What follows belongs to an exercise in optimizing a design on an open flow for small area; a production flow would make more cautious choices. Function was checked by simulation only, so behaviour that the tests miss may differ from the original. The clock input has no modelled driver; a real chip could not lean on it and would need a root buffer or a full tree. Power and IR drop assume default switching activity.

// sdseq
module sdseq (
    input             clk,
    input             rst,           
    input             op_valid,
    output            op_ready,
    input      [7:0]  op_code,
    input      [63:0] op_arg,
    output reg        rsp_valid,
    output     [3:0]  rsp_err,
    output     [63:0] rsp_data,
    output reg        cmd_valid,
    output     [24:0] cmd_word,
    input             eng_done,
    output     [14:0] sdcr1,
    output     [14:0] sdcr2,
    output     [27:0] sdtr1,
    output     [27:0] sdtr2,
    output     [24:5] sdcmr,
    output     [13:1] sdrtr,
    output reg        busy,            
    output            clk_gate,
    output reg        handle_valid,
    output            handle_bank,
    output     [2:0]  phase1,
    output     [2:0]  phase2,
    output     [1:0]  delay_ok,
    output reg        refresh_programmed,
    output     [1:0]  ready
);
Size in the first run: about 310 I/O pins, about 7300 sq um of cells after synthesis.
clock: 10.0 ns
lec_check: 0
cap_margin: 20
core_margin: 2
core_utilization: 36
slew_margin: 20
standard.sh (not shown) runs the stock make flow with config.mk's settings and CLKGATE_MAP_FILE= SYNTH_SCRIPT=/design/flow/synth_recipe.tcl, a recipe that flattens the netlist after the stock synthesis.
==> flow/flow/run.sh <==
#!/bin/bash
# Standard ORFS layout (the standard.sh, standard synthesis unchanged)
# with three changes: every port still gets a buffer, but the smallest one
# (buf_1); the clock tree is a root buffer driving a few leaf buffers, one
# per cluster of nearby flip-flops (flow/lean_cts.tcl); and after CTS, cells
# on paths with slack to spare are downsized (flow/recover.tcl).  The full
# make output goes to standard.log; ORFS's per-step logs stay under orfs/logs.
export BUFFER_PORTS_ARGS="-buffer_cell sky130_fd_sc_hd__buf_1"
export PRE_CTS_TCL="$(pwd)/flow/lean_cts.tcl"
export POST_CTS_TCL="$(pwd)/flow/recover.tcl"
export LEAN_CTS_PORT=clk
export LEAN_CTS_ROOT=sky130_fd_sc_hd__clkbuf_8
export LEAN_CTS_LEAF=sky130_fd_sc_hd__clkbuf_16
export LEAN_CTS_PER_LEAF=24
bash standard.sh > standard.log 2>&1
==> flow/flow/lean_cts.tcl <==
# Clock tree for a small design, in place of TritonCTS: the clock port
# drives one root buffer, which drives a few leaf buffers, each serving a
# cluster of nearby flip-flops.  Loaded by ORFS's cts.tcl as PRE_CTS_TCL; it
# replaces clock_tree_synthesis for that script's call.
rename clock_tree_synthesis orig_clock_tree_synthesis
proc clock_tree_synthesis {args} {
  set block [ord::get_db_block]
  set db [ord::get_db]
  set clknet [[$block findBTerm $::env(LEAN_CTS_PORT)] getNet]
  set sinks {}
  foreach it [$clknet getITerms] {
    set inst [$it getInst]
    set bb [$inst getBBox]
    set x [expr {([$bb xMin] + [$bb xMax]) / 2}]
    set y [expr {([$bb yMin] + [$bb yMax]) / 2}]
    lappend sinks [list $it $x $y]
  }
  set n [llength $sinks]
  set per $::env(LEAN_CTS_PER_LEAF)
  set k [expr {int(ceil(double($n) / $per))}]
  set cols [expr {int(ceil(sqrt($k)))}]
  puts "lean_cts: $n sinks, $k leaf buffers in $cols columns"
  # split into columns by x, then each column into clusters by y
  set byx [lsort -integer -index 1 $sinks]
  set clusters {}
  set remaining $k
  set start 0
  for {set c 0} {$c < $cols} {incr c} {
    set cols_left [expr {$cols - $c}]
    set kc [expr {int(ceil(double($remaining) / $cols_left))}]
    set left [expr {$n - $start}]
    set cnt [expr {int(round(double($left) * $kc / $remaining))}]
    set col [lrange $byx $start [expr {$start + $cnt - 1}]]
    set start [expr {$start + $cnt}]
    set remaining [expr {$remaining - $kc}]
    set col [lsort -integer -index 2 $col]
    set m [llength $col]
    set s 0
    for {set r 0} {$r < $kc} {incr r} {
      set cc [expr {int(round(double($m - $s) / ($kc - $r)))}]
      lappend clusters [lrange $col $s [expr {$s + $cc - 1}]]
      set s [expr {$s + $cc}]
    }
  }
  set rootm [$db findMaster $::env(LEAN_CTS_ROOT)]
  set leafm [$db findMaster $::env(LEAN_CTS_LEAF)]
  set root [odb::dbInst_create $block $rootm lean_cts_root]
  set rootnet [odb::dbNet_create $block lean_clk_root]
  $rootnet setSigType CLOCK
  [$root findITerm A] connect $clknet
  [$root findITerm X] connect $rootnet
  set sx 0; set sy 0; set i 0
  foreach cl $clusters {
    if {[llength $cl] == 0} { continue }
    set leaf [odb::dbInst_create $block $leafm lean_cts_leaf_$i]
    set net [odb::dbNet_create $block lean_clk_leaf_$i]
    $net setSigType CLOCK
    [$leaf findITerm A] connect $rootnet
    [$leaf findITerm X] connect $net
    set cx 0; set cy 0
    foreach s $cl {
      set it [lindex $s 0]
      $it disconnect
      $it connect $net
      set cx [expr {$cx + [lindex $s 1]}]
      set cy [expr {$cy + [lindex $s 2]}]
    }
    set cx [expr {$cx / [llength $cl]}]
    set cy [expr {$cy / [llength $cl]}]
    $leaf setLocation $cx $cy
    $leaf setPlacementStatus PLACED
    set sx [expr {$sx + $cx}]; set sy [expr {$sy + $cy}]
    puts "lean_cts: leaf $i: [llength $cl] sinks at $cx $cy"
    incr i
  }
  $root setLocation [expr {$sx / $i}] [expr {$sy / $i}]
  $root setPlacementStatus PLACED
  set_propagated_clock [all_clocks]
}
Other scripts of this flow, unchanged in this note and not shown: flow/flow/recover.tcl
==> next run, changes <==
--- a/flow/flow/run.sh
+++ b/flow/flow/run.sh
@@ -10,6 +10,6 @@
 export POST_CTS_TCL="$(pwd)/flow/recover.tcl"
 export LEAN_CTS_PORT=clk
-export LEAN_CTS_ROOT=sky130_fd_sc_hd__clkbuf_8
+export LEAN_CTS_ROOT=sky130_fd_sc_hd__clkbuf_4
 export LEAN_CTS_LEAF=sky130_fd_sc_hd__clkbuf_16
-export LEAN_CTS_PER_LEAF=24
+export LEAN_CTS_PER_LEAF=29
 bash standard.sh > standard.log 2>&1
- CORE_UTILIZATION: 36 -> 30
Result: The new run completed without violations. Cell count climbs by 4.3%. Clock skew drops by 0.0032 ns. Utilization drops by 6.8 points. Total power drops by 2.4%.
==> next run, changes <==
--- a/flow/flow/run.sh
+++ b/flow/flow/run.sh
@@ -10,6 +10,6 @@
 export POST_CTS_TCL="$(pwd)/flow/recover.tcl"
 export LEAN_CTS_PORT=clk
-export LEAN_CTS_ROOT=sky130_fd_sc_hd__clkbuf_4
+export LEAN_CTS_ROOT=sky130_fd_sc_hd__clkbuf_8
 export LEAN_CTS_LEAF=sky130_fd_sc_hd__clkbuf_16
-export LEAN_CTS_PER_LEAF=29
+export LEAN_CTS_PER_LEAF=24
 bash standard.sh > standard.log 2>&1
Area after synthesis does not change.
Worst setup slack barely changes.
Design area rose by 0.35%.
Cell count stays the same.
Combinational power barely changes.
Sequential share of layout area fell by 0.14 points.
Routed wire length hardly moves.
Power rose by 2.3%.
In every run of this note, the design's own scripts or RTL, not TritonCTS, make the clock network.

==> what the ideal ports hide <==
The results above use ideal ports. As a check the final layouts listed here were re-extracted and re-timed, cells and wires unchanged.
Step 1: set_driving_cell puts a clkbuf_16 on clk and a buf_2 on each other input, an assumption about the parent block.
Step 2 adds t to the input delays and takes it off the output delays; t is the mean of the earliest and latest rising clock arrival at the registers after step 1. Input paths then give back, and output paths get back, about the clock's delay inside the block.
Slacks: no drivers / after step 1 / after step 2; pairs: no drivers / after step 1.
run	shift t [ns]	setup slack, ns	worst register clock-pin slew, ns	cell pins on the clock port's net
the first run	0.456	3.380 / 3.352 / 3.352	0.10 / 0.10	1
the second run	0.561	3.230 / 3.205 / 3.205	0.11 / 0.11	1
the third run	0.459	3.229 / 3.203 / 3.203	0.10 / 0.10	1
After both steps setup and hold are still met in every run listed. The setup slack of the first run, which loses most, moves by -0.028 ns with the drivers and by -0.028 ns with both steps.
